What follows belongs to an exercise in optimizing a design on an open flow for small area, a short achievable clock period and few clock cycles; a production flow would make more cautious choices.
At most, simulation tests tie the RTL to the original design; equivalence was not proved.
The RTL of runs 1 and 2 was laid out without a check of its function.
Power figures rest on the tool's default switching activity, not on a simulated workload.

`flow/design.v`:
```
module cfd128 (
    input  wire        clk,
    input  wire        rst,
    input  wire        host_we,
    input  wire        host_re,
    input  wire [7:0]  host_addr,
    input  wire [63:0] host_wdata,
    output reg  [63:0] host_rdata,
    output wire        busy
);
    localparam [7:0] R_ALO = 8'h00, R_AHI = 8'h01, R_M = 8'h02, R_V = 8'h03,
                     R_Q = 8'h04, R_LEN = 8'h05, R_DP = 8'h06,
                     R_STATUS = 8'h07, R_CMD = 8'h08;
    localparam [7:0] OP_NOP = 8'h00, OP_MUL = 8'h01, OP_SHF = 8'h02,
                     OP_DIVP2 = 8'h03, OP_BITAT = 8'h04, OP_ISZ = 8'h05,
                     OP_DTOA = 8'h10;
    localparam [3:0] C_MUL_OVF = 4'h1, C_SHIFT_RANGE = 4'h2, C_DIV_QOVF = 4'h3,
                     C_DIV_RANGE = 4'h4, C_BIT_RANGE = 4'h5, C_ILLEGAL_CMD = 4'h6,
                     C_BUSY_VIOL = 4'h7, C_BAD_ACCESS = 4'h8, C_DTOA_INPUT = 4'h9;
    localparam [3:0] S_IDLE  = 4'd0,
                     S_START = 4'd1,    
                     S_MUL   = 4'd2,    
                     S_SHR   = 4'd3,    
                     S_SHL   = 4'd4,    
                     S_FIN   = 4'd5,    
                     S_DINT  = 4'd6,    
                     S_DTINY = 4'd7,    
                     S_DFRAC = 4'd8;    
    localparam NSLOT = 36;
    reg [127:0] a_q;
    reg [63:0]  m_q;
    reg [63:0]  v_q;
    reg [31:0]  q_q;
    reg [5:0]   len_q;
    reg [7:0]   dp_q;
    reg         busy_q, fault_q, z_q, bit_q, ok_q;
    reg [3:0]   cause_q;
    reg [NSLOT*4-1:0] dg;       
    reg [5:0]   hq;             
    reg         rinc;           
    assign busy = busy_q;
    reg [3:0]   st;
    reg [7:0]   op_q;
    reg [7:0]   imm_q;
    reg [6:0]   cnt;
    reg         ovf;
    reg [4:0]   fd;             
    reg [127:0] w;
    reg [1:0]   mb;             
    reg         dmode;          
    wire       addr_is_buf = (host_addr[7:6] == 2'b01) && (host_addr[5:0] <= 6'd41);
    wire [5:0] bi     = host_addr[5:0];
    wire [5:0] bslot  = hq - bi;
    wire [3:0] bdig   = dg[bslot*4 +: 4];
    wire       blast  = (bi == len_q - 6'd1);
    wire [3:0] bdig2  = (rinc && blast) ? bdig + 4'd1 : bdig;
    wire [7:0] bval   = (bi < len_q) ? {4'h3, bdig2} : 8'h00;
    wire [31:0] status = {20'd0, cause_q, 3'd0, ok_q, bit_q, z_q, fault_q, busy_q};
    reg        rd_mapped;
    reg [63:0] rd_val;
    always @(*) begin
        rd_mapped = 1'b1;
        rd_val    = 64'd0;
        case (host_addr)
            R_ALO:    rd_val = a_q[63:0];
            R_AHI:    rd_val = a_q[127:64];
            R_M:      rd_val = m_q;
            R_V:      rd_val = v_q;
            R_Q:      rd_val = {32'd0, q_q};
            R_LEN:    rd_val = {58'd0, len_q};
            R_DP:     rd_val = {{56{dp_q[7]}}, dp_q};
            R_STATUS: rd_val = {32'd0, status};
            R_CMD:    rd_val = 64'd0;
            default: begin
                if (addr_is_buf) rd_val = {56'd0, bval};
                else             rd_mapped = 1'b0;
            end
        endcase
    end
    wire [7:0] w_opc = host_wdata[7:0];
    wire [7:0] w_imm = host_wdata[15:8];
    reg        w_legal;
    always @(*) begin
        w_legal = 1'b0;
        if (host_wdata[63:16] == 48'd0) begin
            case (w_opc)
                OP_NOP, OP_MUL, OP_ISZ:        w_legal = (w_imm == 8'd0);
                OP_SHF, OP_DIVP2, OP_BITAT,
                OP_DTOA:                       w_legal = 1'b1;
                default:                       w_legal = 1'b0;
            endcase
        end
    end
    wire [134:0] op1 = {5'd0, w, 2'd0};
    wire [134:0] op2 = dmode ? {2'd0, w, 5'd0} : {6'd0, (a_q & {128{mb[1]}}), 1'b0};
    wire [134:0] op3 = dmode ? {1'd0, w, 6'd0} : {7'd0, (a_q & {128{mb[0]}})};
    wire [134:0] cs_s = op1 ^ op2 ^ op3;
    wire [134:0] cs_c = (op1 & op2) | (op1 & op3) | (op2 & op3);
    wire [134:0] x;
    cfd128_cpa #(.N(135)) u_cpa (.a(cs_s), .b({cs_c[133:0], 1'b0}), .s(x));
    reg [4:0] m_top;
    integer t;
    always @(*) begin
        m_top = 5'd0;
        for (t = 0; t < 32; t = t + 1)
            if (m_q[2*t +: 2] != 2'b00) m_top = t[4:0];
    end
    wire [4:0] m_ni   = cnt[4:0] - 5'd2;
    wire [1:0] m_next = m_q[m_ni*2 +: 2];
    wire w_zero = (w == 128'd0);
    wire a_zero = (a_q == 128'd0);
    wire        d_sign = v_q[63];
    wire [10:0] d_bexp = v_q[62:52];
    wire        d_sub  = (d_bexp == 11'd0);
    wire [52:0] d_f    = {~d_sub, v_q[51:0]};
    wire signed [12:0] d_ib = d_sub ? -13'sd1021 : ($signed({2'b00, d_bexp}) - 13'sd1022);
    wire        d_rej  = (d_ib > 13'sd73) || (imm_q > 8'd20);
    wire [4:0]  fc     = imm_q[4:0];
    reg  [6:0]  d_cfc;
    always @(*) begin
        case (fc)
            5'd0:  d_cfc = 7'd0;   5'd1:  d_cfc = 7'd4;   5'd2:  d_cfc = 7'd7;
            5'd3:  d_cfc = 7'd10;  5'd4:  d_cfc = 7'd14;  5'd5:  d_cfc = 7'd17;
            5'd6:  d_cfc = 7'd20;  5'd7:  d_cfc = 7'd24;  5'd8:  d_cfc = 7'd27;
            5'd9:  d_cfc = 7'd30;  5'd10: d_cfc = 7'd34;  5'd11: d_cfc = 7'd37;
            5'd12: d_cfc = 7'd40;  5'd13: d_cfc = 7'd44;  5'd14: d_cfc = 7'd47;
            5'd15: d_cfc = 7'd50;  5'd16: d_cfc = 7'd54;  5'd17: d_cfc = 7'd57;
            5'd18: d_cfc = 7'd60;  5'd19: d_cfc = 7'd64;  default: d_cfc = 7'd67;
        endcase
    end
    wire        d_zero = (d_ib <= -$signed({6'd0, d_cfc}) - 13'sd1);
    wire        d_hasint = (d_ib > 13'sd0);
    wire [6:0]  d_ibu  = d_ib[6:0];             
    wire [6:0]  d_s    = 7'd0 - d_ib[6:0];      
    wire [1:0]  d_l0   = d_hasint ? (2'd0 - d_ibu[1:0]) : d_s[1:0];
    wire [127:0] d_wl  = {d_f, 75'd0} >> d_l0;
    function [3:0] add3;       
        input [3:0] d;
        begin
            add3[3] = d[3] | (d[2] & (d[1] | d[0]));
            add3[2] = (d[3] & d[0]) | (~d[3] & d[2] & ~d[1] & ~d[0]);
            add3[1] = (~d[3] & ~d[2] & d[1]) | (d[2] & d[1] & d[0]) | (d[3] & ~d[0]);
            add3[0] = (~d[3] & ~d[2] & d[0]) | (d[2] & d[1] & ~d[0]) | (d[3] & ~d[0]);
        end
    endfunction
    function [87:0] dab1;
        input [87:0] d;
        input        b;
        integer j;
        reg [87:0] a;
        begin
            for (j = 0; j < 22; j = j + 1)
                a[j*4 +: 4] = add3(d[j*4 +: 4]);
            dab1 = {a[86:0], b};
        end
    endfunction
    wire [87:0] dd4 = dab1(dab1(dab1(dab1(dg[87:0], w[127]), w[126]), w[125]), w[124]);
    function [7:0] bcd2;
        input [6:0] v;
        integer k;
        begin
            bcd2 = 8'd0;
            for (k = 0; k < 100; k = k + 1)
                if (v == k) begin bcd2[7:4] = k / 10; bcd2[3:0] = k % 10; end
        end
    endfunction
    wire [7:0] xd = bcd2(x[134:128]);
    wire        f_p  = (fd > fc);                    
    wire        f_r  = f_p ? (dg[3:0] >= 4'd5) : w[127];
    reg  [5:0]  f_h;  reg f_any;
    reg  [5:0]  f_lo;
    integer u;
    always @(*) begin
        f_h = 6'd0; f_any = 1'b0;
        for (u = 0; u < NSLOT; u = u + 1)
            if ((dg[u*4 +: 4] != 4'd0) && (u != 0 || !f_p)) begin
                f_h = u[5:0]; f_any = 1'b1;
            end
        f_lo = 6'd0;
        for (u = NSLOT - 1; u >= 0; u = u - 1)
            if ((f_r ? (dg[u*4 +: 4] != 4'd9) : (dg[u*4 +: 4] != 4'd0)) && (u != 0 || !f_p))
                f_lo = u[5:0];
    end
    wire [5:0] f_top = (f_r && (!f_any || f_lo > f_h)) ? f_lo : f_h;
    wire       f_nz  = f_any | f_r;
    wire [5:0] f_len = f_nz ? (f_top - f_lo + 6'd1) : 6'd0;
    wire [7:0] f_dp  = f_nz ? ({2'b00, f_top} - {3'b000, fd} + 8'd1) : (8'd0 - {3'b000, fc});
    wire [127:0] div_mask = ~({128{1'b1}} << imm_q[6:0]);
    reg        cmd_fault;
    reg [3:0]  cmd_cause;
    reg        host_fault;
    reg [3:0]  host_cause;
    wire signed [7:0] shf_k = imm_q;
    always @(posedge clk) begin
        cmd_fault  = 1'b0;
        cmd_cause  = 4'd0;
        host_fault = 1'b0;
        host_cause = 4'd0;
        if (rst) begin
            a_q        <= 128'd0;
            m_q        <= 64'd0;
            v_q        <= 64'd0;
            q_q        <= 32'd0;
            len_q      <= 6'd0;
            dp_q       <= 8'd0;
            busy_q     <= 1'b0;
            fault_q    <= 1'b0;
            z_q        <= 1'b0;
            bit_q      <= 1'b0;
            ok_q       <= 1'b0;
            cause_q    <= 4'd0;
            hq         <= 6'd0;
            rinc       <= 1'b0;
            host_rdata <= 64'd0;
            st         <= S_IDLE;
            op_q       <= 8'd0;
            imm_q      <= 8'd0;
            cnt        <= 7'd0;
            ovf        <= 1'b0;
            fd         <= 5'd0;
            w          <= 128'd0;
            mb         <= 2'b00;
            dmode      <= 1'b0;
        end else begin
            if (host_re) begin
                host_rdata <= rd_val;
                if (!rd_mapped) begin
                    host_fault = 1'b1;
                    host_cause = C_BAD_ACCESS;
                end
            end
            if (host_we) begin
                if (busy_q) begin
                    host_fault = 1'b1;
                    host_cause = C_BUSY_VIOL;
                end else if (!fault_q) begin
                    case (host_addr)
                        R_ALO: a_q[63:0]   <= host_wdata;
                        R_AHI: a_q[127:64] <= host_wdata;
                        R_M:   m_q         <= host_wdata;
                        R_V:   v_q         <= host_wdata;
                        R_CMD: begin
                            if (w_legal) begin
                                op_q  <= w_opc;
                                imm_q <= w_imm;
                                mb    <= (w_opc == OP_SHF && w_imm[7] && w_imm[0]) ? 2'b10 : 2'b01;
                                if (w_opc == OP_ISZ) begin
                                    z_q <= a_zero;
                                end else if (w_opc != OP_NOP) begin
                                    busy_q <= 1'b1;
                                    st     <= S_START;
                                end
                            end else begin
                                host_fault = 1'b1;
                                host_cause = C_ILLEGAL_CMD;
                            end
                        end
                        default: begin
                            host_fault = 1'b1;
                            host_cause = C_BAD_ACCESS;
                        end
                    endcase
                end
            end
            case (st)
                S_IDLE: ;
                S_START: begin
                    case (op_q)
                        OP_MUL: begin
                            if (m_q == 64'd0) begin
                                a_q    <= 128'd0;
                                busy_q <= 1'b0;
                                st     <= S_IDLE;
                            end else begin
                                mb  <= m_q[m_top*2 +: 2];
                                ovf <= 1'b0;
                                cnt <= {2'b00, m_top} + 7'd1;
                                st  <= S_MUL;
                            end
                        end
                        OP_SHF: begin
                            mb <= 2'b00;
                            if ((shf_k > 8'sd64) || (shf_k < -8'sd64)) begin
                                cmd_fault = 1'b1;
                                cmd_cause = C_SHIFT_RANGE;
                                busy_q <= 1'b0;
                                st     <= S_IDLE;
                            end else if (shf_k == 8'sd0) begin
                                busy_q <= 1'b0;
                                st     <= S_IDLE;
                            end else begin
                                w <= x[127:0];           
                                if (shf_k[7]) begin
                                    cnt <= (7'd0 - imm_q[6:0]) & 7'b1111110;
                                    st  <= S_SHL;
                                end else begin
                                    cnt <= imm_q[6:0];
                                    st  <= S_SHR;
                                end
                            end
                        end
                        OP_DIVP2: begin
                            mb <= 2'b00;
                            if (imm_q[7]) begin
                                cmd_fault = 1'b1;
                                cmd_cause = C_DIV_RANGE;
                                busy_q <= 1'b0;
                                st     <= S_IDLE;
                            end else begin
                                w   <= x[127:0];
                                cnt <= imm_q[6:0];
                                st  <= S_SHR;
                            end
                        end
                        OP_BITAT: begin
                            mb <= 2'b00;
                            if (imm_q[7]) begin
                                cmd_fault = 1'b1;
                                cmd_cause = C_BIT_RANGE;
                                busy_q <= 1'b0;
                                st     <= S_IDLE;
                            end else begin
                                w   <= x[127:0];
                                cnt <= imm_q[6:0];
                                st  <= S_SHR;
                            end
                        end
                        OP_DTOA: begin
                            mb <= 2'b00;
                            if (d_sign || d_bexp == 11'h7FF) begin
                                cmd_fault = 1'b1;
                                cmd_cause = C_DTOA_INPUT;
                                busy_q <= 1'b0;
                                st     <= S_IDLE;
                            end else if (d_rej) begin
                                ok_q   <= 1'b0;
                                busy_q <= 1'b0;
                                st     <= S_IDLE;
                            end else if (d_zero) begin
                                len_q  <= 6'd0;
                                dp_q   <= 8'd0 - {3'b000, fc};
                                rinc   <= 1'b0;
                                ok_q   <= 1'b1;
                                busy_q <= 1'b0;
                                st     <= S_IDLE;
                            end else begin
                                dg <= {NSLOT*4{1'b0}};
                                fd <= 5'd0;
                                w  <= d_wl;
                                if (d_hasint) begin
                                    cnt <= (d_ibu + 7'd3) >> 2;
                                    st  <= S_DINT;
                                end else begin
                                    cnt <= d_s >> 2;
                                    if (d_s[6:2] != 5'd0) st <= S_DTINY;
                                    else begin
                                        st    <= S_DFRAC;
                                        dmode <= 1'b1;
                                    end
                                end
                            end
                        end
                        default: begin
                            mb     <= 2'b00;
                            busy_q <= 1'b0;
                            st     <= S_IDLE;
                        end
                    endcase
                end
                S_MUL: begin
                    w   <= x[127:0];
                    if (x[130:128] != 3'd0) ovf <= 1'b1;
                    mb  <= (cnt == 7'd1) ? 2'b00 : m_next;
                    cnt <= cnt - 7'd1;
                    if (cnt == 7'd1) st <= S_FIN;
                end
                S_SHR: begin
                    if (op_q == OP_BITAT && cnt < 7'd16) begin
                        bit_q  <= w[cnt[3:0]];
                        w      <= 128'd0;
                        busy_q <= 1'b0;
                        st     <= S_IDLE;
                    end else if (cnt >= 7'd16) begin
                        w   <= w >> 16;
                        cnt <= cnt - 7'd16;
                    end else if (cnt >= 7'd4) begin
                        w   <= w >> 4;
                        cnt <= cnt - 7'd4;
                    end else if (cnt != 7'd0) begin
                        w   <= w >> 1;
                        cnt <= cnt - 7'd1;
                    end else begin
                        st <= S_FIN;
                    end
                end
                S_SHL: begin
                    if (cnt >= 7'd4) begin
                        w   <= w << 4;
                        cnt <= cnt - 7'd4;
                    end else if (cnt != 7'd0) begin
                        w   <= x[127:0];             
                        cnt <= 7'd0;
                    end else begin
                        st <= S_FIN;
                    end
                end
                S_FIN: begin
                    case (op_q)
                        OP_MUL: begin
                            if (ovf) begin
                                cmd_fault = 1'b1;
                                cmd_cause = C_MUL_OVF;
                            end
                            a_q <= w;
                        end
                        OP_DIVP2: begin
                            if (w[127:32] != 96'd0) begin
                                cmd_fault = 1'b1;
                                cmd_cause = C_DIV_QOVF;
                            end
                            q_q <= w[31:0];
                            a_q <= a_q & div_mask;
                        end
                        default: a_q <= w;           
                    endcase
                    w      <= 128'd0;
                    busy_q <= 1'b0;
                    st     <= S_IDLE;
                end
                S_DINT: begin
                    dg[87:0] <= dd4;
                    w        <= w << 4;
                    cnt      <= cnt - 7'd1;
                    if (cnt == 7'd1) begin
                        st    <= S_DFRAC;
                        dmode <= 1'b1;
                    end
                end
                S_DTINY: begin
                    if (cnt >= 7'd4) begin
                        w   <= w >> 16;
                        cnt <= cnt - 7'd4;
                        if (cnt == 7'd4) begin
                            st    <= S_DFRAC;
                            dmode <= 1'b1;
                        end
                    end else begin
                        w   <= w >> 4;
                        cnt <= cnt - 7'd1;
                        if (cnt == 7'd1) begin
                            st    <= S_DFRAC;
                            dmode <= 1'b1;
                        end
                    end
                end
                S_DFRAC: begin
                    if (w_zero || fd >= fc) begin
                        len_q  <= f_len;
                        dp_q   <= f_dp;
                        hq     <= f_top;
                        rinc   <= f_r;
                        ok_q   <= 1'b1;
                        w      <= 128'd0;
                        dmode  <= 1'b0;
                        busy_q <= 1'b0;
                        st     <= S_IDLE;
                    end else begin
                        dg <= {dg[NSLOT*4-9:0], xd};
                        w  <= x[127:0];
                        fd <= fd + 5'd2;
                    end
                end
                default: st <= S_IDLE;
            endcase
            if (!fault_q) begin
                if (host_fault) begin
                    fault_q <= 1'b1;
                    cause_q <= host_cause;
                end else if (cmd_fault) begin
                    fault_q <= 1'b1;
                    cause_q <= cmd_cause;
                end
            end
        end
    end
endmodule
module cfd128_cpa #(parameter N = 135) (
    input  wire [N-1:0] a,
    input  wire [N-1:0] b,
    output wire [N-1:0] s
);
    localparam L = $clog2(N);
    wire [N-1:0] g [0:2*L-1];
    wire [N-1:0] p [0:2*L-1];
    assign g[0] = a & b;
    assign p[0] = a ^ b;
    genvar l, i;
    generate
        for (l = 0; l < L; l = l + 1) begin : up
            for (i = 0; i < N; i = i + 1) begin : bt
                if (((i + 1) % (2 << l)) == 0) begin : c
                    assign g[l+1][i] = g[l][i] | (p[l][i] & g[l][i - (1 << l)]);
                    assign p[l+1][i] = p[l][i] & p[l][i - (1 << l)];
                end else begin : n
                    assign g[l+1][i] = g[l][i];
                    assign p[l+1][i] = p[l][i];
                end
            end
        end
        for (l = 0; l < L - 1; l = l + 1) begin : dn
            for (i = 0; i < N; i = i + 1) begin : bt
                if (((i + 1) % (2 << (L - 2 - l))) == (1 << (L - 2 - l)) && i >= (2 << (L - 2 - l))) begin : c
                    assign g[L+l+1][i] = g[L+l][i] | (p[L+l][i] & g[L+l][i - (1 << (L - 2 - l))]);
                    assign p[L+l+1][i] = p[L+l][i] & p[L+l][i - (1 << (L - 2 - l))];
                end else begin : n
                    assign g[L+l+1][i] = g[L+l][i];
                    assign p[L+l+1][i] = p[L+l][i];
                end
            end
        end
    endgenerate
    assign s = p[0] ^ {g[2*L-1][N-2:0], 1'b0};
endmodule
```
`flow/run.sh`:
```
#!/bin/bash
# synth_recipe.tcl (not shown) runs the flow's synth.tcl, then flattens the netlist and writes it again
# the make line also repeats each setting of config.mk as NAME=value (left out here)
make -C /OpenROAD-flow-scripts/flow DESIGN_CONFIG=/design/flow/config.mk WORK_HOME=/design/flow/orfs CLKGATE_MAP_FILE= SYNTH_SCRIPT=/design/flow/synth_recipe.tcl finish
```
`flow/config.mk`:
```
export PLATFORM = sky130hd
export DESIGN_NAME = cfd128
export DESIGN_NICKNAME = cfd128
export VERILOG_FILES = /design/flow/design.v
export SDC_FILE = /design/flow/constraint.sdc
export NUM_CORES = 8
export LEC_CHECK = 0
export CAP_MARGIN = 20
export CORE_MARGIN = 2
export CORE_UTILIZATION = 30
export PLACE_DENSITY = 0.45
export SLEW_MARGIN = 20
```
`flow/constraint.sdc`:
```
create_clock -name core_clock -period 10.0 [get_ports {clk}]
set_input_delay 2.0000 -clock core_clock [delete_from_list [all_inputs] [get_ports {clk}]]
set_output_delay 2.0000 -clock core_clock [all_outputs]
set_load 0.01 [all_outputs]
```
==> metrics.md, run 1 <==
| Metric | Value |
|---|---|
| Ys Warns | 2 |
| Sequential-to-total area share from yosys stat | 22.6% |
| Async S/R FF share, synth | 0% |
| Pleak | 0.0270 uW |
| Largest cells by area after synthesis | dfxtp_1 (16%), nand2_1 (8.6%), a21oi_1 (7.6%) |
| End of the worst register-to-register path | dg[4]$_DFFE_PP_ |
| Final ANT Viol Nets | 0 |
| Netlist Area Pre-Place | 68200 um2 |
| Unique masters post-synth | 105 |
| Routed wire length per instance | 32.3 um |
| Placer's final routability congestion estimate | 1.04 |
| Initial antenna violation count | 28 |
| Final setup viols | 0 |
| Number of max-cap violations | 0 |
| Reg-to-Reg Start | dmode$_SDFFE_PP0P_ |
| Startpoint types | register |
| Mapped Cells | 9525 |
| H-tree lvl count | 3 |
| Most frequent cells after synthesis | nand2_1 (1569), a21oi_1 (1038), nor2_1 (804) |
| Arrival time at the worst endpoint | 8770 ps |
| Number of synthesized flops with an enable pin | 144 |
| Clock-pin transition on the worst setup and hold timing paths | 60 ps |
| Die area | 231000 um2 |
| DP Area | 72600 um2 |
| CTS tree | done |
| Hold buffers post-CTS | 0 |
| Final Skew | 76.0 ps |
| Synth top area share | 16.2% |
| Die width | 481 um |
| HP Class | reg -> reg |
| Gr usage total | 33.0% |
| Area leader, netlist | dfxtp_1 |
| Fin nets | 9662 |
| Routed vias/inst | 6.38 |
| I/O Buffers | 140 |
| Post-CTS Setup Repair Bufs | 0 |
| Ys flop type | dfxtp_1 |
| Final max-slew violation count | 0 |
| Critical path required time | 10470 ps |
| Total CTS buffers | 97 |
| Critical path type | reg -> reg |
| Syn nets | 10000 |
| First-pass GRT wire length | 559000 um |
| Placeable Area | 225000 um2 |
| Maximum VDD drop | 111 uV |
| Share of cells above drive strength 1 | 7.13% |
| Clk root buf | clkbuf_16 |
| DR vias | 78300 |
| Largest net degree at the start of global routing | 144 |
| Num ports | 141 |
| Setup crit start | dmode$_SDFFE_PP0P_ |
| Mean Syn Cell Area | 7.16 um2 |
| Worst skew pair latency | 810 ps |
| Final Hold Fails | 0 |
| Slew margin rel. | 12.4% |
| Vias in the first global route | 72600 |
| Initial DRC Count | 10800 |
| Least-Margin Pin Slew | 1310 ps |
| Post-route DRC | 0 |
| P per Cell Area | 94.3 nW/um2 |
| Row cnt | 174 |
| Initial Util | 30.3% |
| Design area | 76100 um2 |
| Clock Sink Count | 696 |
| Flops & latches, synth | 696 |
| Max FO, Critical Path | 93 |
| Final Cycle Share | 83.0% |
| Post-cts sizing count | 0 |
| HPWL after DPL | 291000 um |
| Grt total ovfl | 0 |
| Number of iterations in the first detailed-routing pass | 14 |
| Fillers | 24100 |
| Status | complete, no violations |
| Area Overhead vs Synth | 11.7% |
| CP Capture Point | dg[4]$_DFFE_PP_ |
| Most frequent cell after synthesis | nand2_1 |
| Worst R2R Path Depth | 24 |
| Setup repair after global routing missed its margin | false |
| DRT Wirelength | 396000 um |
| Setup TNS | 0 ps |
| Final min period | 8300 ps |
| Die H | 481 um |
| Reg-to-reg setup timing slack | 1700 ps |
| Fmax | 0.120 GHz |
| Critical path endpoint category | register |
| Clock Path Buffers | 3 |
-- placed cells by master, fill, tap and decap left out, drive strengths merged, types with 68 or more instances in the layout --
master            n
a221oi           72
nor2            807
nand2b           88
a2111oi          73
dfxtp           552
inv             419
buf             268
xnor2           114
a21oi          1039
nand4           106
o2111ai          68
a22o            102
a31oi           112
clkdlybuf4s50   138
nor4            171
ha              202
nand2          1569
clkbuf          127
a211oi           93
edfxtp          144
fa              197
o21ai           648
o211ai          112
and2            114
o22ai            89
nor3            185
mux2i           170
a22oi           182
nand3           238
a311oi           85
-- stage by stage --
stage	utilization, %	hold WS [ps]	setup slack, ps	cells	power [uW]
2_1_floorplan	-	432	2260	9525	3070
5_1_grt	33.8	475	1300	12300	7320
4_1_cts	33.8	455	2020	12300	7210
3_5_place_dp	32.2	448	2030	12100	3250
3_3_place_gp	32.2	440	2000	12100	3250
6_report	33.8	457	1700	12300	7170
-- worst min-delay path by stage --
stage / start / to / cells after the start / slack, ps
5_1_grt: q_q[11]$_SDFFE_PP0P_ / q_q[11]$_SDFFE_PP0P_ / 2 / 480
4_1_cts: q_q[11]$_SDFFE_PP0P_ / q_q[11]$_SDFFE_PP0P_ / 2 / 460
3_3_place_gp: dp_q[2]$_SDFFE_PP0P_ / dp_q[2]$_SDFFE_PP0P_ / 2 / 440
3_5_place_dp: q_q[15]$_SDFFE_PP0P_ / q_q[15]$_SDFFE_PP0P_ / 2 / 450
6_report: q_q[16]$_SDFFE_PP0P_ / q_q[16]$_SDFFE_PP0P_ / 2 / 460
2_1_floorplan: dp_q[2]$_SDFFE_PP0P_ / dp_q[2]$_SDFFE_PP0P_ / 2 / 430
-- cell families (layout without fill, tap and decap cells) --
logic type / count (synthesis) / count (layout) / synth area share (%)
multiplexers: 250 / 250 / 4.81
adder cells (fa/ha/maj): 404 / 404 / 9.57
AO/OA/AOI/OAI: 3191 / 3191 / 30.3
buffers and inverters: 1261 / 1007 / 7.01
other: 1 / 12 / 0.00550
XOR/XNOR: 168 / 168 / 2.16
AND/OR/NAND/NOR: 3554 / 3554 / 23.6
flip-flops: 696 / 696 / 22.6
-- area by class of cell --
cell class                      instances  area (um2)  share of cell area [%]
Clock buffer                          127        2720                    3.58
Timing Repair Buffer                  406        3480                    4.57
Sequential cell                       696       15400                    20.2
Antenna cell                           11        27.5                  0.0362
Inverter                              418        1570                    2.06
Multi-Input combinational cell       7568       48400                    63.6
Clock inverter                         56         783                    1.03
Tap cell                             2992        3740                    4.92
-- layer usage --
layer | up-vias | share of wire (%) | track usage (%)
li1 | 34200 | - | -
met1 | 38300 | 40 | 42.0
met4 | 18 | 8.0 | 21.9
met3 | 1034 | 9.8 | 7.20
met2 | 4735 | 43 | 49.8
met5 | - | 0.037 | 0
-- power by group --
group | total, uW | switching (uW) | internal (uW)
combinational | 319 | 218 | 101
clock | 3970 | 1630 | 2340
sequential | 2880 | 15.5 | 2870
total | 7170 | 1870 | 5310
-- worst max-delay path, stage by stage (launching register included) --
cell      delay [ps]
dfxtp_4          510
buf_4            480
nor2b_4           80
buf_12           230
nand2_1          150
o21ai_0          120
fa_1             530
ha_1             360
a21oi_1          150
o21ai_0          120
a221oi_1         970
o22ai_1          360
o211ai_1         580
nand2_1          230
a21o_1           290
inv_1             70
o21ai_0          150
fa_1             500
xnor2_1          900
nor2_1           240
a21oi_1          190
o22a_1           160
o21ai_0           60
o21ai_0          260
nand3_1          120
-- flip-flops by register name (all words and copies together) (netlist names), 2 cells and up --
name and flops:
imm_q 8, fd 4, q_q 32, op_q 8, dp_q 8, d_cfc 7
dg 144, st 4, cause_q 4, a_q 128, cnt 7, m_q 64
mb 2, v_q 64, len_q 6, host_rdata 64, w 128, hq 6
==> run 2: changes to the inputs <==
--- a/flow/config.mk
+++ b/flow/config.mk
@@ -7,6 +7,8 @@
 export LEC_CHECK = 0
+export ABC_CLOCK_PERIOD_IN_PS = 5000
 export CAP_MARGIN = 20
 export CORE_MARGIN = 2
-export CORE_UTILIZATION = 30
-export PLACE_DENSITY = 0.45
+export CORE_UTILIZATION = 50
+export PLACE_DENSITY = 0.65
+export SETUP_SLACK_MARGIN = 4
 export SLEW_MARGIN = 20
==> run 2 against run 1 <==
  * Non-clock buffer count is 139 higher
  * Utilization is 23 points higher
  * Global-route usage is 19 points higher
  * Via count is 6.5% higher
  * Final cell count is 8.6% lower
  * Power is 3.7% lower
  * Critical endpoint is now len_q[5]$_SDFFE_PP0P_
  * First-iteration DRC count is 37% higher
  * Count of clock-buffer cells in the layout is 2 lower
  * Critical path depth is 1 higher
  * Register-to-register slack better by 2100 ps
  * Clock skew is 26 ps lower
  * Largest power group unchanged
==> metrics.md, run 2 <==
| Metric | Value |
|---|---|
| Status | complete, no violations |
| Total CTS buffers | 90 |
| HP Class | reg -> reg |
| Largest net degree at the start of global routing | 143 |
| Most frequent cells in the layout | nand2_1 (1557), a21oi_1 (1016), nor2_1 (780) |
| Placeable Area | 135000 um2 |
| Clk root buf | clkbuf_16 |
| Hold buffers post-CTS | 0 |
| Startpoint types | register |
| Netlist Area Pre-Place | 68200 um2 |
| DP Area | 70800 um2 |
| Mapped Cells | 9525 |
| DR vias | 83400 |
| Gr usage total | 51.6% |
| Sequential-to-total area share from yosys stat | 22.6% |
| Vias in the first global route | 73600 |
| Hold endpoint | q_q[22]$_SDFFE_PP0P_ |
| CTS tree | done |
| Placer's final routability congestion estimate | 1.15 |
| Routed vias/inst | 7.43 |
| Area leader, netlist | dfxtp_1 |
| Max incr delay on CP | 760 ps |
| Hold_sp | q_q[22]$_SDFFE_PP0P_ |
| Ys Warns | 2 |
| Arrival time at the worst endpoint | 6800 ps |
| WP buf/inv | 1 |
| Syn nets | 10000 |
| Unique masters post-synth | 105 |
| Initial DRC Count | 14900 |
| Least-Margin Pin Slew | 1340 ps |
| Critical path endpoint category | register |
| Worst skew pair latency | 760 ps |
| Final max-slew violation count | 0 |
| Max reg flops | 144 |
| Die width | 373 um |
| Reg-to-reg setup timing slack | 3790 ps |
| Final Skew | 49.7 ps |
| Final min period | 6210 ps |
| Row cnt | 135 |
| Pleak | 0.0279 uW |
| Number of synthesized flops with an enable pin | 144 |
| Worst R2R Path Depth | 25 |
| End of the worst register-to-register path | len_q[5]$_SDFFE_PP0P_ |
| Reg-to-Reg Start | dg[7]$_DFFE_PP_ |
| Post-route DRC | 0 |
| Flops & latches, synth | 696 |
| Maximum VDD drop | 123 uV |
| Num ports | 141 |
| Max FO, Critical Path | 25 |
| Slew margin rel. | 10.9% |
| Mean Syn Cell Area | 7.16 um2 |
| Number of max-cap violations | 0 |
| Async S/R FF share, synth | 0% |
| Slowest cell on crit path | edfxtp_1 |
| Most frequent cells after synthesis | nand2_1 (1569), a21oi_1 (1038), nor2_1 (804) |
| Setup repair after global routing missed its margin | true |
| Critical path type | reg -> reg |
| Initial Util | 50.3% |
| Clock-pin transition on the worst setup and hold timing paths | 70 ps |
| Initial antenna violation count | 43 |
| Largest cells by area after synthesis | dfxtp_1 (16%), nand2_1 (8.6%), a21oi_1 (7.6%) |
| H-tree lvl count | 3 |
| Routed wire length per instance | 33.9 um |
| Die area | 139000 um2 |
| P per Cell Area | 89.2 nW/um2 |
| Fin nets | 9799 |
| Number of iterations in the first detailed-routing pass | 15 |
| HPWL after DPL | 272000 um |
| Critical path required time | 10590 ps |
| Fmax | 0.161 GHz |
| CP delay by family, top | compound AO/OA/AOI/OAI gates |
| Clock Sink Count | 696 |
| Ys flop type | dfxtp_1 |
| Grt total ovfl | 0 |
| Die H | 373 um |
| Share of cells above drive strength 1 | 10.7% |
| Design area | 77500 um2 |
| Synth top area share | 16.2% |
| I/O Buffers | 140 |
| Area Overhead vs Synth | 13.7% |
| DRT Wirelength | 381000 um |
| Setup TNS | 0 ps |
| Most frequent cell after synthesis | nand2_1 |
| Final Hold Fails | 0 |
| Final Cycle Share | 62.1% |
| Final setup viols | 0 |
| Hold depth | 2 |
| First-pass GRT wire length | 533000 um |
| Commonest non-fill, non-tap cell in the layout | nand2_1 |
| Clock Path Buffers | 3 |
| Final ANT Viol Nets | 0 |
| Top reg by flops | dg |
| Largest regs | dg: 144 flops, a_q: 128 flops, w: 128 flops |
## run 2: cell count changes in the layout (fill, tap and decap cells not counted), sizes merged, moves of 5 or more
cell	previous run	this run
buf	268	395
diode	11	40
clkinvlp	5	22
clkinv	34	21
inv	419	407
clkbuf	127	137
bufinv	16	11
## run 2: worst min-delay path, stage by stage, from the launching register on
cell     delay (ps)
dfxtp_1         310
nand2_1          50
a21oi_1          50
## run 2: per-stage QoR
step	power [uW]	hold WS (ps)	setup WS, ps	util (%)	instances
floorplan	3070	432	4030	-	9525
global placement	3230	441	1980	52.3	10800
detailed placement	3230	448	1750	52.3	10800
CTS	6850	454	3840	55.8	11100
global route	6970	475	3560	57.1	11200
finish	6910	455	3790	57.2	11200
## run 2: power by group
part           switching (uW)  internal, uW
clock network            1560          2160
registers                15.3          2870
logic                     212          99.7
total                    1790          5130
## run 2: cell type report
type / instances / area [um2]
fillers: 12800 / 58000
multi-input cells: 7572 / 49900
flip-flops and latches: 696 / 15400
repair buffers: 545 / 4960
clock buffers: 125 / 2660
well taps: 1781 / 2230
inverters: 418 / 1610
clock inverters: 42 / 612
diodes: 40 / 100
repair inverters: 1 / 5.00
## run 2: layer usage
metal / vias up / share of wire, % / track usage [%] / wire (um)
met5: - / 0.20 / 0.617 / 765
met4: 42 / 8.5 / 34.0 / 32400
met3: 1923 / 17 / 25.6 / 65600
met2: 7328 / 38 / 69.7 / 146000
met1: 39600 / 36 / 64.0 / 136000
li1: 34500 / - / - / -
## run 2: cell families after synthesis
logic type,after synthesis,synth area share (%)
buffers and inverters,1261,7.01
XOR/XNOR,168,2.16
multiplexers,250,4.81
flip-flops,696,22.6
AO/OA/AOI/OAI,3191,30.3
other,1,0.00550
adder cells (fa/ha/maj),404,9.57
AND/OR/NAND/NOR,3554,23.6
## run 2: timing repair
item | CTS | global route
cloned | 5 | 9
pin swaps | 58 | 101
resized for setup | 156 | 194
setup endpoints to repair | 116 | 145
buffers inserted | 87 | 76
## run 2: worst max-delay path by stage
stage / endpoint / start / cells past startpoint
floorplan: len_q[5]$_SDFFE_PP0P_ / imm_q[4]$_SDFFE_PP0P_ / 33
global placement: dp_q[7]$_SDFFE_PP0P_ / imm_q[3]$_SDFFE_PP0P_ / 28
detailed placement: dp_q[7]$_SDFFE_PP0P_ / imm_q[3]$_SDFFE_PP0P_ / 28
CTS: dp_q[7]$_SDFFE_PP0P_ / imm_q[4]$_SDFFE_PP0P_ / 32
global route: dp_q[5]$_SDFFE_PP0P_ / imm_q[4]$_SDFFE_PP0P_ / 31
finish: len_q[5]$_SDFFE_PP0P_ / dg[7]$_DFFE_PP_ / 25
==> run 3: changes to the inputs <==
--- a/flow/design.v
+++ b/flow/design.v
@@ -48,4 +48,2 @@
     reg [127:0] w;
-    reg [1:0]   mb;             
-    reg         dmode;          
     wire       addr_is_buf = (host_addr[7:6] == 2'b01) && (host_addr[5:0] <= 6'd41);
@@ -93,9 +91,8 @@
     end
+    reg  [1:0]   mb;
+    wire         dmode = (st == S_DFRAC);
     wire [134:0] op1 = {5'd0, w, 2'd0};
-    wire [134:0] op2 = dmode ? {2'd0, w, 5'd0} : {6'd0, (a_q & {128{mb[1]}}), 1'b0};
-    wire [134:0] op3 = dmode ? {1'd0, w, 6'd0} : {7'd0, (a_q & {128{mb[0]}})};
-    wire [134:0] cs_s = op1 ^ op2 ^ op3;
-    wire [134:0] cs_c = (op1 & op2) | (op1 & op3) | (op2 & op3);
-    wire [134:0] x;
-    cfd128_cpa #(.N(135)) u_cpa (.a(cs_s), .b({cs_c[133:0], 1'b0}), .s(x));
+    wire [134:0] op2 = dmode ? {2'd0, w, 5'd0} : {6'd0, (mb[1] ? a_q : 128'd0), 1'b0};
+    wire [134:0] op3 = dmode ? {1'd0, w, 6'd0} : {7'd0, (mb[0] ? a_q : 128'd0)};
+    wire [134:0] x   = op1 + op2 + op3;
     reg [4:0] m_top;
@@ -107,4 +104,4 @@
     end
-    wire [4:0] m_ni   = cnt[4:0] - 5'd2;
-    wire [1:0] m_next = m_q[m_ni*2 +: 2];
+    wire [4:0] m_pi = cnt[4:0] - 5'd1;
+    wire [1:0] m_pair = m_q[m_pi*2 +: 2];
     wire w_zero = (w == 128'd0);
@@ -136,11 +133,2 @@
     wire [127:0] d_wl  = {d_f, 75'd0} >> d_l0;
-    function [3:0] add3;       
-        input [3:0] d;
-        begin
-            add3[3] = d[3] | (d[2] & (d[1] | d[0]));
-            add3[2] = (d[3] & d[0]) | (~d[3] & d[2] & ~d[1] & ~d[0]);
-            add3[1] = (~d[3] & ~d[2] & d[1]) | (d[2] & d[1] & d[0]) | (d[3] & ~d[0]);
-            add3[0] = (~d[3] & ~d[2] & d[0]) | (d[2] & d[1] & ~d[0]) | (d[3] & ~d[0]);
-        end
-    endfunction
     function [87:0] dab1;
@@ -152,3 +140,3 @@
             for (j = 0; j < 22; j = j + 1)
-                a[j*4 +: 4] = add3(d[j*4 +: 4]);
+                a[j*4 +: 4] = (d[j*4 +: 4] >= 4'd5) ? d[j*4 +: 4] + 4'd3 : d[j*4 +: 4];
             dab1 = {a[86:0], b};
@@ -157,12 +145,5 @@
     wire [87:0] dd4 = dab1(dab1(dab1(dab1(dg[87:0], w[127]), w[126]), w[125]), w[124]);
-    function [7:0] bcd2;
-        input [6:0] v;
-        integer k;
-        begin
-            bcd2 = 8'd0;
-            for (k = 0; k < 100; k = k + 1)
-                if (v == k) begin bcd2[7:4] = k / 10; bcd2[3:0] = k % 10; end
-        end
-    endfunction
-    wire [7:0] xd = bcd2(x[134:128]);
+    wire [6:0] xh = x[134:128];
+    wire [3:0] xt = xh / 7'd10;
+    wire [3:0] xo = xh - xt * 7'd10;
     wire        f_p  = (fd > fc);                    
@@ -170,3 +151,3 @@
     reg  [5:0]  f_h;  reg f_any;
-    reg  [5:0]  f_lo;
+    reg  [5:0]  f_lo; reg f_lany;
     integer u;
@@ -178,6 +159,7 @@
             end
-        f_lo = 6'd0;
+        f_lo = 6'd0; f_lany = 1'b0;
         for (u = NSLOT - 1; u >= 0; u = u - 1)
-            if ((f_r ? (dg[u*4 +: 4] != 4'd9) : (dg[u*4 +: 4] != 4'd0)) && (u != 0 || !f_p))
-                f_lo = u[5:0];
+            if ((f_r ? (dg[u*4 +: 4] != 4'd9) : (dg[u*4 +: 4] != 4'd0)) && (u != 0 || !f_p)) begin
+                f_lo = u[5:0]; f_lany = 1'b1;
+            end
     end
@@ -193,2 +175,14 @@
     wire signed [7:0] shf_k = imm_q;
+    always @(*) begin
+        mb = 2'b00;
+        case (st)
+            S_START: begin
+                if (op_q == OP_MUL) mb = m_q[m_top*2 +: 2];
+                else if (op_q == OP_SHF && shf_k[7] && imm_q[0]) mb = 2'b10;
+                else mb = 2'b01;
+            end
+            S_MUL: mb = m_pair;
+            default: mb = 2'b00;
+        endcase
+    end
     always @(posedge clk) begin
@@ -221,4 +215,2 @@
             w          <= 128'd0;
-            mb         <= 2'b00;
-            dmode      <= 1'b0;
         end else begin
@@ -245,3 +237,2 @@
                                 imm_q <= w_imm;
-                                mb    <= (w_opc == OP_SHF && w_imm[7] && w_imm[0]) ? 2'b10 : 2'b01;
                                 if (w_opc == OP_ISZ) begin
@@ -274,6 +265,6 @@
                             end else begin
-                                mb  <= m_q[m_top*2 +: 2];
-                                ovf <= 1'b0;
-                                cnt <= {2'b00, m_top} + 7'd1;
-                                st  <= S_MUL;
+                                w   <= x[127:0];
+                                ovf <= (x[130:128] != 3'd0);
+                                cnt <= {2'b00, m_top};
+                                st  <= (m_top == 5'd0) ? S_FIN : S_MUL;
                             end
@@ -281,3 +272,2 @@
                         OP_SHF: begin
-                            mb <= 2'b00;
                             if ((shf_k > 8'sd64) || (shf_k < -8'sd64)) begin
@@ -302,3 +292,2 @@
                         OP_DIVP2: begin
-                            mb <= 2'b00;
                             if (imm_q[7]) begin
@@ -315,3 +304,2 @@
                         OP_BITAT: begin
-                            mb <= 2'b00;
                             if (imm_q[7]) begin
@@ -328,3 +316,2 @@
                         OP_DTOA: begin
-                            mb <= 2'b00;
                             if (d_sign || d_bexp == 11'h7FF) begin
@@ -354,7 +341,3 @@
                                     cnt <= d_s >> 2;
-                                    if (d_s[6:2] != 5'd0) st <= S_DTINY;
-                                    else begin
-                                        st    <= S_DFRAC;
-                                        dmode <= 1'b1;
-                                    end
+                                    st  <= (d_s[6:2] != 5'd0) ? S_DTINY : S_DFRAC;
                                 end
@@ -363,3 +346,2 @@
                         default: begin
-                            mb     <= 2'b00;
                             busy_q <= 1'b0;
@@ -372,3 +354,2 @@
                     if (x[130:128] != 3'd0) ovf <= 1'b1;
-                    mb  <= (cnt == 7'd1) ? 2'b00 : m_next;
                     cnt <= cnt - 7'd1;
@@ -433,6 +414,3 @@
                     cnt      <= cnt - 7'd1;
-                    if (cnt == 7'd1) begin
-                        st    <= S_DFRAC;
-                        dmode <= 1'b1;
-                    end
+                    if (cnt == 7'd1) st <= S_DFRAC;
                 end
@@ -442,6 +420,3 @@
                         cnt <= cnt - 7'd4;
-                        if (cnt == 7'd4) begin
-                            st    <= S_DFRAC;
-                            dmode <= 1'b1;
-                        end
+                        if (cnt == 7'd4) st <= S_DFRAC;
                     end else begin
@@ -449,6 +424,3 @@
                         cnt <= cnt - 7'd1;
-                        if (cnt == 7'd1) begin
-                            st    <= S_DFRAC;
-                            dmode <= 1'b1;
-                        end
+                        if (cnt == 7'd1) st <= S_DFRAC;
                     end
@@ -463,3 +435,2 @@
                         w      <= 128'd0;
-                        dmode  <= 1'b0;
                         busy_q <= 1'b0;
@@ -467,3 +438,3 @@
                     end else begin
-                        dg <= {dg[NSLOT*4-9:0], xd};
+                        dg <= {dg[NSLOT*4-9:0], xt, xo};
                         w  <= x[127:0];
@@ -486,38 +457 @@
 endmodule
-module cfd128_cpa #(parameter N = 135) (
-    input  wire [N-1:0] a,
-    input  wire [N-1:0] b,
-    output wire [N-1:0] s
-);
-    localparam L = $clog2(N);
-    wire [N-1:0] g [0:2*L-1];
-    wire [N-1:0] p [0:2*L-1];
-    assign g[0] = a & b;
-    assign p[0] = a ^ b;
-    genvar l, i;
-    generate
-        for (l = 0; l < L; l = l + 1) begin : up
-            for (i = 0; i < N; i = i + 1) begin : bt
-                if (((i + 1) % (2 << l)) == 0) begin : c
-                    assign g[l+1][i] = g[l][i] | (p[l][i] & g[l][i - (1 << l)]);
-                    assign p[l+1][i] = p[l][i] & p[l][i - (1 << l)];
-                end else begin : n
-                    assign g[l+1][i] = g[l][i];
-                    assign p[l+1][i] = p[l][i];
-                end
-            end
-        end
-        for (l = 0; l < L - 1; l = l + 1) begin : dn
-            for (i = 0; i < N; i = i + 1) begin : bt
-                if (((i + 1) % (2 << (L - 2 - l))) == (1 << (L - 2 - l)) && i >= (2 << (L - 2 - l))) begin : c
-                    assign g[L+l+1][i] = g[L+l][i] | (p[L+l][i] & g[L+l][i - (1 << (L - 2 - l))]);
-                    assign p[L+l+1][i] = p[L+l][i] & p[L+l][i - (1 << (L - 2 - l))];
-                end else begin : n
-                    assign g[L+l+1][i] = g[L+l][i];
-                    assign p[L+l+1][i] = p[L+l][i];
-                end
-            end
-        end
-    endgenerate
-    assign s = p[0] ^ {g[2*L-1][N-2:0], 1'b0};
-endmodule
--- a/flow/config.mk
+++ b/flow/config.mk
@@ -7,8 +7,6 @@
 export LEC_CHECK = 0
-export ABC_CLOCK_PERIOD_IN_PS = 5000
 export CAP_MARGIN = 20
 export CORE_MARGIN = 2
-export CORE_UTILIZATION = 50
-export PLACE_DENSITY = 0.65
-export SETUP_SLACK_MARGIN = 4
+export CORE_UTILIZATION = 30
+export PLACE_DENSITY = 0.45
 export SLEW_MARGIN = 20
==> run 3 against run 2 <==
  * Still clean
  * Clock power grew 2%
  * Non-clock buffer count increased by 488
  * Synthesized cell count grew 0.18%
  * Global-route usage down 18 points
  * Register-to-register slack got worse by 3300 ps
  * Clock skew shrank 13 ps
  * Die area increased by 70%
  * First-iteration DRC count down 33%
  * Utilization is 21 points lower
  * Routed wire length rose by 7.2%
  * Critical path type unchanged
  * Critical endpoint is now dg[2]$_DFFE_PP_
==> metrics.md, run 3 <==
| Metric | Value |
|---|---|
| Status | complete, no violations |
| First-pass GRT wire length | 572000 um |
| Final ANT Viol Nets | 0 |
| Clock Path Buffers | 3 |
| Worst skew pair latency | 780 ps |
| DR vias | 78900 |
| Top reg by flops | dg |
| Netlist Area Pre-Place | 69700 um2 |
| Flops & latches, synth | 693 |
| Initial antenna violation count | 26 |
| Clk root buf | clkbuf_16 |
| Share of cells above drive strength 1 | 14.4% |
| Ys Warns | 1 |
| Vias in the first global route | 75200 |
| Final Skew | 36.5 ps |
| Routed vias/inst | 6.05 |
| Cell mode on critical path | buf_4 |
| Final Hold Fails | 0 |
| Area Overhead vs Synth | 18.8% |
| Final max-slew violation count | 0 |
| Power share of the clock group | 53.4% |
| Maximum VDD drop | 134 uV |
| Syn nets | 10100 |
| Slew margin rel. | 11.8% |
| Area leader, netlist | dfxtp_1 |
| Max reg flops | 144 |
| P per Cell Area | 85.4 nW/um2 |
| CTS tree | done |
| Routed wire length per instance | 31.3 um |
| Gr usage total | 33.2% |
| Commonest non-fill, non-tap cell in the layout | nand2_1 |
| Unique masters post-synth | 118 |
| Largest net degree at the start of global routing | 182 |
| Mean Syn Cell Area | 7.31 um2 |
| CP delay by family, top | compound AO/OA/AOI/OAI gates |
| Number of synthesized flops with an enable pin | 144 |
| Final min period | 9560 ps |
| Fmax | 0.105 GHz |
| Max incr delay on CP | 500 ps |
| Clock Sink Count | 693 |
| Most frequent cells after synthesis | nand2_1 (1301), a21oi_1 (1138), nor2_1 (852) |
| Grt total ovfl | 0 |
| Total CTS buffers | 95 |
| Row cnt | 176 |
| Mapped Cells | 9542 |
| WP buf/inv | 12 |
| Critical path endpoint category | register |
| Sequential-to-total area share from yosys stat | 22.0% |
| Placeable Area | 231000 um2 |
| Setup WS pre-CTS | -321 ps |
| Die width | 486 um |
| Sequential power share | 40.6% |
| Final Cycle Share | 95.6% |
| Slowest cell on crit path | o32a_2 |
| Critical path required time | 10520 ps |
| Placer's final routability congestion estimate | 1.03 |
| Least-Margin Pin Slew | 1320 ps |
| Combinational share of power | 6.0% |
| Num ports | 141 |
| Int Pwr | 5180 uW |
| Die area | 236000 um2 |
| DRT Wirelength | 408000 um |
| Critical path type | reg -> reg |
| Post-route DRC | 0 |
| HP Class | reg -> reg |
| Number of iterations in the first detailed-routing pass | 7 |
| Most frequent cell after synthesis | nand2_1 |
| Max FO, Critical Path | 43 |
| Setup slack after layout | 441 ps |
| Fin nets | 10500 |
| I/O Buffers | 140 |
| Hold buffers post-CTS | 0 |
| Switching power | 1890 uW |
| Arrival time at the worst endpoint | 10070 ps |
| Largest regs | dg: 144 flops, a_q: 128 flops, w: 128 flops |
| Pleak | 0.0323 uW |
| Setup TNS | 0 ps |
| Synth top area share | 15.8% |
| Clock-pin transition on the worst setup and hold timing paths | 60 ps |
| Initial DRC Count | 9987 |
| H-tree lvl count | 3 |
| HPWL after DPL | 312000 um |
| Die H | 486 um |
| Startpoint types | register |
| Switching Fraction | 26.8% |
| Final setup viols | 0 |
| Async S/R FF share, synth | 0% |
| Initial Util | 30.2% |
| Largest cells by area after synthesis | dfxtp_1 (16%), a21oi_1 (8.2%), nand2_1 (7.0%) |
| Number of max-cap violations | 0 |
| Ys flop type | dfxtp_1 |
| Most frequent cells in the layout | nand2_1 (1291), a21oi_1 (1127), buf_4 (867) |
-- run 3: metrics by stage --
step	hold WS [ps]	instance area, um2	cells	power (uW)	util, %
global placement	443	79000	12800	3340	34.3
finish	456	82900	13000	7070	35.9
floorplan	436	69700	9542	3090	-
CTS	455	82400	13000	7080	35.7
global route	470	82800	13000	7190	35.9
detailed placement	448	79000	12800	3340	34.3
-- run 3: per-layer routing --
layer	wire length, um	GRT usage [%]	share of wire, %	up-vias
met5	155	0	0.038	-
met4	30800	21.1	7.6	22
met3	40800	8.40	10	1009
met2	166000	48.2	41	4265
met1	170000	43.7	42	38500
li1	-	-	-	35100
-- run 3: kinds of logic (layout without fill, tap and decap cells) --
logic type                 Yosys count  in the layout  synth area share [%]
xor gates and xnor gates           258            258                  3.25
AOI/OAI and AO/OA                 3040           3040                  27.5
DFF                                693            693                  22.0
other                                1             10               0.00538
buffers and inverters             1395           1850                  7.69
and+or+nand+nor                   3130           3130                  20.3
muxes                              513            513                  8.71
adders and majority gates          512            512                  10.6
-- run 3: area by class of cell --
class                      instances  area, um2
tap                             3026       3790
sequential                       693      15300
timing repair buffer            1033       8430
multi-input combinational       7454      49600
inverter                         649       2440
clock buffer                     123       2610
fill                           24500     148000
clock inverter                    45        687
antenna                            9       22.5
-- run 3: worst register-to-register path: cells and delay by family, from the launching register on --
kind,cells,cell delay (ps)
compound gates,12,2880
fa+ha+maj,6,1850
buf+inv,12,1800
flops,1,350
mux,3,980
simple gates,8,1440
-- run 3: path summary, 6_finish.rpt --
check	start	to	slack [ps]	cells past startpoint
worst max-delay path	cnt[0]$_SDFFE_PP0P_	dg[2]$_DFFE_PP_	440	41
worst max register to register	cnt[0]$_SDFFE_PP0P_	dg[2]$_DFFE_PP_	440	41
worst min register to register	q_q[9]$_SDFFE_PP0P_	q_q[9]$_SDFFE_PP0P_	460	2
worst min-delay path	q_q[9]$_SDFFE_PP0P_	q_q[9]$_SDFFE_PP0P_	460	2
-- run 3: what timing repair did --
item	4_1_cts	5_1_grt
endpoints found under the setup margin	2	3
resized for setup	13	49
setup buffers	1	13
pin swaps	3	15
cloned	1	1
-- run 3: power by group through the flow --
stage | clock network, uW | logic (uW) | registers [uW]
final | 3780 | 424 | 2870
after global routing | 3890 | 427 | 2870
after CTS | 3800 | 407 | 2870
after detailed placement | 0 | 405 | 2930
after global placement | 0 | 406 | 2930
after floorplan | 0 | 159 | 2930
Testbench counts of run 3, summed over its fixed seeds: cycles 10,238.

separate check: timing with driven ports:
The flow's constraints put no driver on any port. The routed layouts listed below were extracted and timed again, unchanged, in two steps. Step 1, drivers: a clkbuf_16 drives clk and a buf_2 each remaining input, both assumed. Step 2 moves the port delays by t, midway between the first and last clock arrival at a register: inputs arrive t later, outputs are due t later. That takes back most of the time a late clock gives input paths. Three values: no drivers, after step 1, after step 2; two values: the first two.
| run | t (ns) | setup WS [ns] | latest minus earliest clock arrival (ns) | slew at the worst register clock pin (ns) |
|---|---|---|---|---|
| run 1 | 0.884 | 1.700 / 1.700 / 1.700 | 0.076 / 0.076 | 0.07 / 0.07 |
| run 2 | 0.831 | 3.787 / 3.787 / 3.261 | 0.050 / 0.050 | 0.07 / 0.07 |
| run 3 | 0.864 | 0.441 / 0.441 / 0.441 | 0.037 / 0.036 | 0.07 / 0.07 |
After both steps every run listed still meets setup and hold. For run 2, which loses most, drivers alone change the setup slack by 0.000 ns; drivers and shift together by -0.526 ns.
